From an optimization exercise on the open Yosys and OpenROAD flow, aimed at small area; shortcuts taken in it are not production practice. The RTL was checked by simulation tests, not by an equivalence proof against the original design. No activity file was given, so power comes from the tool's default toggle rates.

run A:
Design ct_meas, start of the top module:
module ct_meas (
    input  wire        clk,
    input  wire        rst,         
    input  wire        start,
    input  wire        mode,        
    input  wire [1:0]  chan,
    input  wire [15:0] raw,
    output wire        ready,
    output wire        done,
    output wire        accept,
    output wire [1:0]  chan_next,
    output wire [34:0] ohms,
    output wire [15:0] vmv,
    output wire [27:0] digits,
    output wire        alert
);
Size in the first run: ~100 flip-flops, ~110 I/O pins.
==> flow/config.mk <==
export PLATFORM = sky130hd
export DESIGN_NAME = ct_meas
export DESIGN_NICKNAME = ct_meas
export VERILOG_FILES = /design/flow/design.v
export SDC_FILE = /design/flow/constraint.sdc
export NUM_CORES = 4
export LEC_CHECK = 0
export ABC_AREA = 1
export CAP_MARGIN = 20
export CORE_MARGIN = 2
export CORE_UTILIZATION = 70
export SLEW_MARGIN = 20
==> flow/constraint.sdc <==
create_clock -name core_clock -period 10.0 [get_ports {clk}]
set_input_delay 2.0000 -clock core_clock [delete_from_list [all_inputs] [get_ports {clk}]]
set_output_delay 2.0000 -clock core_clock [all_outputs]
set_load 0.01 [all_outputs]
standard.sh (not shown) runs the stock make flow with config.mk's settings and CLKGATE_MAP_FILE= SYNTH_SCRIPT=/design/flow/synth_recipe.tcl, a recipe that flattens the netlist after the stock synthesis.
==> flow/flow/run.sh <==
#!/bin/bash
set -e
export BUFFER_PORTS_ARGS="-buffer_cell sky130_fd_sc_hd__buf_1"
bash standard.sh > standard.log 2>&1
Looking at the reports, run A completed the entire flow and the layout it produced met the timing, design-rule and antenna checks.
Input changes introduced in run B (baseline for comparison: run A):
Settings: swapping 70 for 40 in CORE_UTILIZATION; clearing ABC_AREA, which used to be 1.
==> flow/run.sh (new file) <==
#!/bin/bash
# synth_recipe.tcl (not shown) runs the flow's synth.tcl, then flattens the netlist and writes it again
# the make line also repeats each setting of config.mk as NAME=value (left out here)
make -C /OpenROAD-flow-scripts/flow DESIGN_CONFIG=/design/flow/config.mk WORK_HOME=/design/flow/orfs CLKGATE_MAP_FILE= SYNTH_SCRIPT=/design/flow/synth_recipe.tcl finish
removed: flow/flow/run.sh
removed: flow/standard.sh
Findings:
Run B vs run A: layout overhead on the synthesized area up
| total power | higher: run A |
Compared to run A, the router laid down more metal wire for run B.


The RTL this note starts from:
==> flow/design.v <==
module ct_meas (
    input  wire        clk,
    input  wire        rst,         
    input  wire        start,
    input  wire        mode,        
    input  wire [1:0]  chan,
    input  wire [15:0] raw,
    output wire        ready,
    output wire        done,
    output wire        accept,
    output wire [1:0]  chan_next,
    output wire [34:0] ohms,
    output wire [15:0] vmv,
    output wire [27:0] digits,
    output wire        alert
);
    localparam [1:0] ST_IDLE = 2'd0, ST_H = 2'd1, ST_D = 2'd2, ST_B = 2'd3;
    localparam [2:0] P0 = 3'd0, P1 = 3'd1, P2 = 3'd3, P3 = 3'd6,
                     P4 = 3'd5, P5 = 3'd2, P6 = 3'd4;
    localparam [5:0] R0 = 6'd0, R1 = 6'd1, R5 = 6'd31, R6 = 6'd62, R7 = 6'd61,
                     R8 = 6'd59, R9 = 6'd55, R11 = 6'd30, R16 = 6'd14,
                     R35 = 6'd6, R36 = 6'd13;
    reg  [2:0]  ph;
    reg  [1:0]  st;
    reg  [5:0]  rc;
    reg         mode_r, neg_r, acc_r;
    reg  [1:0]  chan_r;
    reg  [34:0] O;
    reg  [20:0] R;
    reg  [20:0] S;
    reg         osv;              
    reg         sv2;              
    reg         oc;               
    reg         c2;               
    reg         mq;               
    wire ph0 = (ph == P0);
    wire ph6 = (ph == P6);
    wire sH  = (st == ST_H);
    wire sD  = (st == ST_D);
    wire sB  = (st == ST_B);
    wire rc0 = (rc == R0);
    assign ready = (st == ST_IDLE) && ph6;
    wire   cap   = start && ready;
    assign done  = sB && (rc == R36) && ph0;
    function automatic le_const(input [14:0] u, input [14:0] c);
        integer i;
        reg r;
        begin
            r = 1'b1;
            for (i = 0; i < 15; i = i + 1)
                r = c[i] ? (!u[i] || r) : (!u[i] && r);
            le_const = r;
        end
    endfunction
    function automatic ge_const(input [14:0] u, input [14:0] c);
        integer i;
        reg r;
        begin
            r = 1'b1;
            for (i = 0; i < 15; i = i + 1)
                r = c[i] ? (u[i] && r) : (u[i] || r);
            ge_const = r;
        end
    endfunction
    wire       s_low  = raw[15] || le_const(raw[14:0], 15'd8000);
    wire       s_high = !raw[15] && ge_const(raw[14:0], 15'd24000);
    wire       a_in   = mode || (!s_low && !s_high) ||
                        (chan == 2'd3 && s_low) || (chan == 2'd0 && s_high);
    wire [1:0] cn_in  = a_in ? chan : {chan[1] ^ (s_low ? chan[0] : !chan[0]), !chan[0]};
    reg [19:0] kc;
    always @(*) begin
        if (mode_r) kc = 20'd5489;
        else case (chan_r)
            2'd0:    kc = 20'd986;
            2'd1:    kc = 20'd9750;
            2'd2:    kc = 20'd100000;
            default: kc = 20'd668000;
        endcase
    end
    reg [4:0] kchunk;
    always @(*) begin
        case (ph)
            P0:      kchunk = kc[4:0];
            P1:      kchunk = kc[9:5];
            P2:      kchunk = kc[14:10];
            P3:      kchunk = kc[19:15];
            default: kchunk = 5'd0;
        endcase
    end
    reg [2:0] c8k;
    always @(*) begin
        case (ph)
            P2:      c8k = 3'b101;
            P3:      c8k = 3'b111;
            P4:      c8k = 3'b001;
            default: c8k = 3'b000;
        endcase
    end
    wire inj4k = (rc == R5) || (rc == R6) || (rc == R7) ||
                 (rc == R8) || (rc == R9) || (rc == R11);
    wire [4:0] o6   = O[34:30];
    wire       h0   = sH && rc0;
    wire       h1   = sH && (rc == R1);
    wire       mbit = ph0 ? sv2 : mq;
    wire       op_en  = sH && !rc0 && (mbit || (h1 && !mode_r));
    wire       negop  = !h1 && (mode_r ? neg_r : 1'b1);
    wire       vneg   = mode_r && neg_r;
    wire       incall = sB && (rc == R35) && vneg;
    wire       inj_h  = h1 ? 1'b0 : (mode_r ? inj4k : mq);
    wire       inj    = sH ? inj_h : (sD ? mq ^ vneg : osv);
    wire       sin    = ph0 ? inj : osv;
    wire [4:0] sw     = h0 ? 5'd0 : {o6[3:0], sin};
    wire [4:0] oa     = sw;
    wire [4:0] ob     = op_en ? (kchunk ^ {5{negop}}) : 5'd0;
    wire       ocin   = ph0 ? ((op_en && negop) || incall) : oc;
    wire [5:0] oc_ch;
    wire [4:0] osum;
    assign oc_ch[0] = ocin;
    genvar gi;
    generate for (gi = 0; gi < 5; gi = gi + 1) begin : ofa
        assign osum[gi]    = oa[gi] ^ ob[gi] ^ oc_ch[gi];
        assign oc_ch[gi+1] = (oa[gi] & ob[gi]) | (oc_ch[gi] & (oa[gi] ^ ob[gi]));
    end endgenerate
    wire [2:0] r6    = R[20:18];
    wire [2:0] s6    = S[20:18];
    wire       dact  = sD && !rc0;
    wire [2:0] rsw   = {r6[1:0], ph0 ? osv : sv2};
    wire [2:0] schk  = (mode_r ? c8k : s6) ^ {3{mq}};
    wire [3:0] dc_ch;
    wire [2:0] dsum;
    assign dc_ch[0] = ph0 ? mq : c2;
    generate for (gi = 0; gi < 3; gi = gi + 1) begin : dfa
        assign dsum[gi]    = rsw[gi] ^ schk[gi] ^ dc_ch[gi];
        assign dc_ch[gi+1] = (rsw[gi] & schk[gi]) | (dc_ch[gi] & (rsw[gi] ^ schk[gi]));
    end endgenerate
    wire [3:0] dig   = {s6[0], r6};
    wire       ge5   = dig[3] | (dig[2] & (dig[1] | dig[0]));
    wire [2:0] adj   = {dig[3] ? dig[0]  : (dig[2] & !dig[1] & !dig[0]),
                        dig[3] ? !dig[0] : (dig[1] & (!dig[2] | dig[0])),
                        dig[3] ? !dig[0] : (dig[2] ? (dig[1] & !dig[0]) : dig[0])};
    wire       bcin  = ph0 ? osv ^ vneg : c2;
    wire [3:0] bout  = rc0 ? 4'd0 : {adj, bcin};
    wire [20:0] sv = {raw, 5'b00000};
    wire [20:0] s_cap = {sv[2:0], sv[5:3], sv[8:6], sv[11:9], sv[14:12], sv[17:15], sv[20:18]};
    wire        sclr  = (st == ST_IDLE) || done;
    always @(posedge clk) begin
        O   <= {O[29:0], osum};
        osv <= o6[4];
        oc  <= oc_ch[5];
        R   <= {R[17:0], sD ? (dact ? dsum : 3'd0) : bout[2:0]};
        c2  <= sD ? dc_ch[3] : ge5;
        sv2 <= !cap && (sD ? r6[2] : s6[2]);
        if (sclr)    S <= {S[17:0], 3'b000} | (s_cap & {21{cap}});
        else if (sH) S <= {S[17:0], s6[1:0], sv2};
        else if (sB) S <= {S[17:0], s6[2:1], bout[3]};
        else         S <= {S[17:0], s6};
        if (sH && ph0)
            mq <= sv2;
        else if (sD && ph6)
            mq <= !(dact && dsum[2]);
        if (cap) begin
            mode_r <= mode;
            neg_r  <= raw[15];
            acc_r  <= a_in;
            chan_r <= cn_in;
        end
        if (rst) begin
            ph     <= P0;
            st     <= ST_IDLE;
            rc     <= R0;
        end else begin
            ph     <= {ph[1:0], ~(ph[2] ^ ph[1])};
            if (sB && ph0 && rc == R36)
                st <= ST_IDLE;            
            else if (ph6) begin
                case (st)
                    ST_IDLE: if (start) begin st <= ST_H; rc <= R0; end
                    ST_H:    if (rc == R16) begin st <= ST_D; rc <= R0; end
                             else rc <= {rc[4:0], ~(rc[5] ^ rc[4])};
                    ST_D:    if (rc == R36) begin st <= ST_B; rc <= R0; end
                             else rc <= {rc[4:0], ~(rc[5] ^ rc[4])};
                    default: rc <= {rc[4:0], ~(rc[5] ^ rc[4])};
                endcase
            end
        end
    end
    assign ohms = {O[4:0], O[9:5], O[14:10], O[19:15], O[24:20], O[29:25], O[34:30]};
    assign vmv  = ohms[15:0];
    assign digits = {S[0], R[2:0],   S[3], R[5:3],   S[6], R[8:6],   S[9], R[11:9],
                     S[12], R[14:12], S[15], R[17:15], S[18], R[20:18]};
    assign alert = !mode_r && (ohms[34:7] == 28'd0) &&
                   le_const({8'd0, ohms[6:0]}, 15'd80);
    assign accept    = acc_r;
    assign chan_next = chan_r;
endmodule
==> flow/config.mk <==
export PLATFORM = sky130hd
export DESIGN_NAME = ct_meas
export DESIGN_NICKNAME = ct_meas
export VERILOG_FILES = /design/flow/design.v
export SDC_FILE = /design/flow/constraint.sdc
export NUM_CORES = 4
export LEC_CHECK = 0
export CAP_MARGIN = 20
export CORE_MARGIN = 2
export CORE_UTILIZATION = 70
export SLEW_MARGIN = 20
==> flow/constraint.sdc <==
create_clock -name core_clock -period 10.0 [get_ports {clk}]
set_input_delay 2.0000 -clock core_clock [delete_from_list [all_inputs] [get_ports {clk}]]
set_output_delay 2.0000 -clock core_clock [all_outputs]
set_load 0.01 [all_outputs]
==> flow/flow/run.sh <==
#!/bin/bash
# Layout flow: the standard layout (standard.sh) with three changes.
#  1. Every port is buffered by sky130_fd_sc_hd__buf_1, the smallest buffer.
#  2. The clock tree is built without dummy loads.
#  3. After the standard synthesis (run unchanged), ABC re-maps the
#     combinational logic for area, three times with different seeds.
#     Registers keep the instance names and cell types the standard synthesis
#     gave them (they are black boxes to ABC). The smallest re-mapped netlist
#     that a SAT check proves equivalent to the standard one (same outputs and
#     register inputs from the same inputs and register outputs) replaces it;
#     if none is proved, the standard netlist is kept.
# Each tool writes its full output to its own log file in this folder.
set -e
export BUFFER_PORTS_ARGS="-buffer_cell sky130_fd_sc_hd__buf_1"
export CTS_ARGS="-sink_clustering_enable -repair_clock_nets -dont_use_dummy_load"

HERE=$(pwd)
FLOWDIR=$HERE/flow
RES=$HERE/orfs/results/$FLOW_PLATFORM/ct_meas/base
LIB=$FLOW_HOME/platforms/sky130hd/lib/sky130_fd_sc_hd__tt_025C_1v80.lib

bash standard.sh synth > synth.log 2>&1

cp $RES/1_2_yosys.v $HERE/std_netlist.v
DU=""
for c in $(sed -n '/DONT_USE_CELLS/,/^$/p' $FLOW_HOME/platforms/sky130hd/config.mk | grep -o 'sky130_fd_sc_hd__[a-z0-9_]*' | grep -v fill); do
  DU="$DU -dont_use $c"
done
FFS=$(grep -o 'sky130_fd_sc_hd__[a-z0-9_]*' $HERE/std_netlist.v | sort -u | grep -E '__(dfxtp|edfxtp|dfrtp|dfstp|dfxbp|dfbbp|sdf|edf|dlx|conb)' | tr '\n' ' ')

remap() {
  local seed=$1
  cat > $HERE/remap_$seed.abc <<EOT
strash
&get -n
&deepsyn -T 30 -S $seed
&nf -a -R 1000
&put
EOT
  cat > $HERE/remap_$seed.ys <<EOT
read_liberty -ignore_miss_func $LIB
blackbox $FFS
read_verilog $HERE/std_netlist.v
hierarchy -top ct_meas
flatten
hierarchy -top ct_meas
opt_clean -purge
abc -liberty $LIB $DU -script $HERE/remap_$seed.abc
opt_clean -purge
read_liberty -lib -overwrite $LIB
hilomap -singleton -hicell sky130_fd_sc_hd__conb_1 HI -locell sky130_fd_sc_hd__conb_1 LO
insbuf -buf sky130_fd_sc_hd__buf_4 A X
splitnets
opt_clean -purge
rename -hide w:*.*
check -assert
stat -liberty $LIB
write_verilog -noattr -nohex -nodec $HERE/remap_netlist_$seed.v
EOT
  yosys -s $HERE/remap_$seed.ys > $HERE/remap_$seed.log 2>&1 || rm -f $HERE/remap_netlist_$seed.v
}

equiv() {
  python3 $FLOWDIR/cutff.py $HERE/std_netlist.v $HERE/eq_gold.v
  python3 $FLOWDIR/cutff.py $1 $HERE/eq_gate.v
  cat > $HERE/equiv.ys <<EOT
read_liberty -ignore_miss_func $LIB
read_verilog $HERE/eq_gold.v
rename ct_meas gold
read_verilog $HERE/eq_gate.v
rename ct_meas gate
hierarchy -check
flatten gold gate
opt_clean
miter -equiv -flatten -make_outputs gold gate miter
hierarchy -top miter
sat -verify -prove trigger 0 miter
EOT
  yosys -s $HERE/equiv.ys > $HERE/equiv_$(basename $1 .v).log 2>&1
}

for seed in 1 2 3; do remap $seed & done
wait

chosen=""
for f in $(for seed in 1 2 3; do
             if [ -f $HERE/remap_netlist_$seed.v ]; then
               echo "$(grep 'Chip area' $HERE/remap_$seed.log | tail -1 | awk '{print $NF}') $HERE/remap_netlist_$seed.v"
             fi
           done | sort -n | awk '{print $2}'); do
  if equiv $f; then chosen=$f; break; fi
done
if [ -n "$chosen" ]; then
  echo "using re-mapped netlist $chosen (proved equivalent)" > $HERE/remap_status.txt
  cp $chosen $RES/1_2_yosys.v
  rm -f $RES/1_synth.odb $RES/1_synth.sdc
else
  echo "no re-mapped netlist proved equivalent: keeping the standard netlist" > $HERE/remap_status.txt
fi

bash standard.sh finish > standard.log 2>&1
Other scripts of this flow, unchanged in this note and not shown: flow/flow/cutff.py
Change:
--- a/flow/flow/run.sh
+++ b/flow/flow/run.sh
@@ -4,5 +4,5 @@
 #  2. The clock tree is built without dummy loads.
 #  3. After the standard synthesis (run unchanged), ABC re-maps the
-#     combinational logic for area, three times with different seeds.
+#     combinational logic for area, with eight different seeds.
 #     Registers keep the instance names and cell types the standard synthesis
 #     gave them (they are black boxes to ABC). The smallest re-mapped netlist
@@ -80,9 +80,9 @@
 }
 
-for seed in 1 2 3; do remap $seed & done
+for seed in 1 2 3 4 5 6 7 8; do remap $seed & done
 wait
 
 chosen=""
-for f in $(for seed in 1 2 3; do
+for f in $(for seed in 1 2 3 4 5 6 7 8; do
              if [ -f $HERE/remap_netlist_$seed.v ]; then
                echo "$(grep 'Chip area' $HERE/remap_$seed.log | tail -1 | awk '{print $NF}') $HERE/remap_netlist_$seed.v"
What happened:
- sequential power hardly moves
- sequential share of layout area increases by 0.13 points
- global-route usage decreases by 0.71 points
Change:
--- a/flow/flow/run.sh
+++ b/flow/flow/run.sh
@@ -4,5 +4,5 @@
 #  2. The clock tree is built without dummy loads.
 #  3. After the standard synthesis (run unchanged), ABC re-maps the
-#     combinational logic for area, with eight different seeds.
+#     combinational logic for area, three times with different seeds.
 #     Registers keep the instance names and cell types the standard synthesis
 #     gave them (they are black boxes to ABC). The smallest re-mapped netlist
@@ -13,5 +13,5 @@
 set -e
 export BUFFER_PORTS_ARGS="-buffer_cell sky130_fd_sc_hd__buf_1"
-export CTS_ARGS="-sink_clustering_enable -repair_clock_nets -dont_use_dummy_load"
+export CTS_ARGS="-sink_clustering_enable -repair_clock_nets -dont_use_dummy_load -sink_clustering_size 34 -sink_clustering_max_diameter 60 -sink_clustering_buffer sky130_fd_sc_hd__clkbuf_8"
 
 HERE=$(pwd)
@@ -80,9 +80,9 @@
 }
 
-for seed in 1 2 3 4 5 6 7 8; do remap $seed & done
+for seed in 1 2 3; do remap $seed & done
 wait
 
 chosen=""
-for f in $(for seed in 1 2 3 4 5 6 7 8; do
+for f in $(for seed in 1 2 3; do
              if [ -f $HERE/remap_netlist_$seed.v ]; then
                echo "$(grep 'Chip area' $HERE/remap_$seed.log | tail -1 | awk '{print $NF}') $HERE/remap_netlist_$seed.v"
What happened: Maximum frequency climbs by 2.2%. Global-route usage climbs by 0.71 points. Via count climbs by 2.2%. Die area barely changes. Clock-buffer cell count is unchanged. Combinational power drops by about 4%. Hold slack hardly moves.
Change:
--- a/flow/flow/run.sh
+++ b/flow/flow/run.sh
@@ -13,5 +13,5 @@
 set -e
 export BUFFER_PORTS_ARGS="-buffer_cell sky130_fd_sc_hd__buf_1"
-export CTS_ARGS="-sink_clustering_enable -repair_clock_nets -dont_use_dummy_load -sink_clustering_size 34 -sink_clustering_max_diameter 60 -sink_clustering_buffer sky130_fd_sc_hd__clkbuf_8"
+export CTS_ARGS="-sink_clustering_enable -repair_clock_nets -dont_use_dummy_load -sink_clustering_levels 1 -sink_clustering_size 30"
 
 HERE=$(pwd)
Result:
- register-to-register slack stays flat
- power is unchanged
- area after synthesis is unchanged
- cell area does not change
- critical path depth is unchanged
- sequential share of layout area is unchanged
- die area does not change
- worst hold slack stays the same
- sequential power is about the same
- wire length does not change
- final cell count stays the same

-- separate check: timing with driven ports --
The flow's constraints put no driver on any port. The routed layouts listed below were extracted and timed again, unchanged, in two steps. Step 1 (the two cells are an assumption about what drives the block):
set clk [get_ports {clk}]
set_driving_cell -lib_cell sky130_fd_sc_hd__clkbuf_16 $clk
set_driving_cell -lib_cell sky130_fd_sc_hd__buf_2 [delete_from_list [all_inputs] $clk]
Step 2, shift: input delay + t, output delay - t, t = (earliest + latest rising clock arrival at the registers) / 2. This alone moves slack from input paths to output paths. Three values: ideal ports, drivers, drivers and shift; two values: the first two.
run	t (ns)	setup slack, ns	worst hold slack (ns)	slew at the worst register clock pin (ns)	cell pins on the clock port's net
run A	0.394	6.313 / 6.280 / 6.639	0.354 / 0.354 / 0.354	0.10 / 0.10	1
run B	0.393	5.665 / 5.630 / 5.854	0.353 / 0.353 / 0.353	0.10 / 0.10	1
the first run of note 2	0.374	6.196 / 6.188 / 6.196	0.327 / 0.327 / 0.327	0.09 / 0.09	1
the second run of note 2	0.376	6.112 / 6.081 / 5.875	0.326 / 0.326 / 0.326	0.09 / 0.09	1
the third run of note 2	0.374	6.196 / 6.188 / 6.196	0.327 / 0.327 / 0.327	0.09 / 0.09	1
the fourth run of note 2	0.374	6.196 / 6.188 / 6.196	0.327 / 0.327 / 0.327	0.09 / 0.09	1
After both steps setup and hold are still met in every run listed. The setup slack of the second run of note 2, which loses most, moves by -0.031 ns with the drivers and by -0.237 ns with both steps.
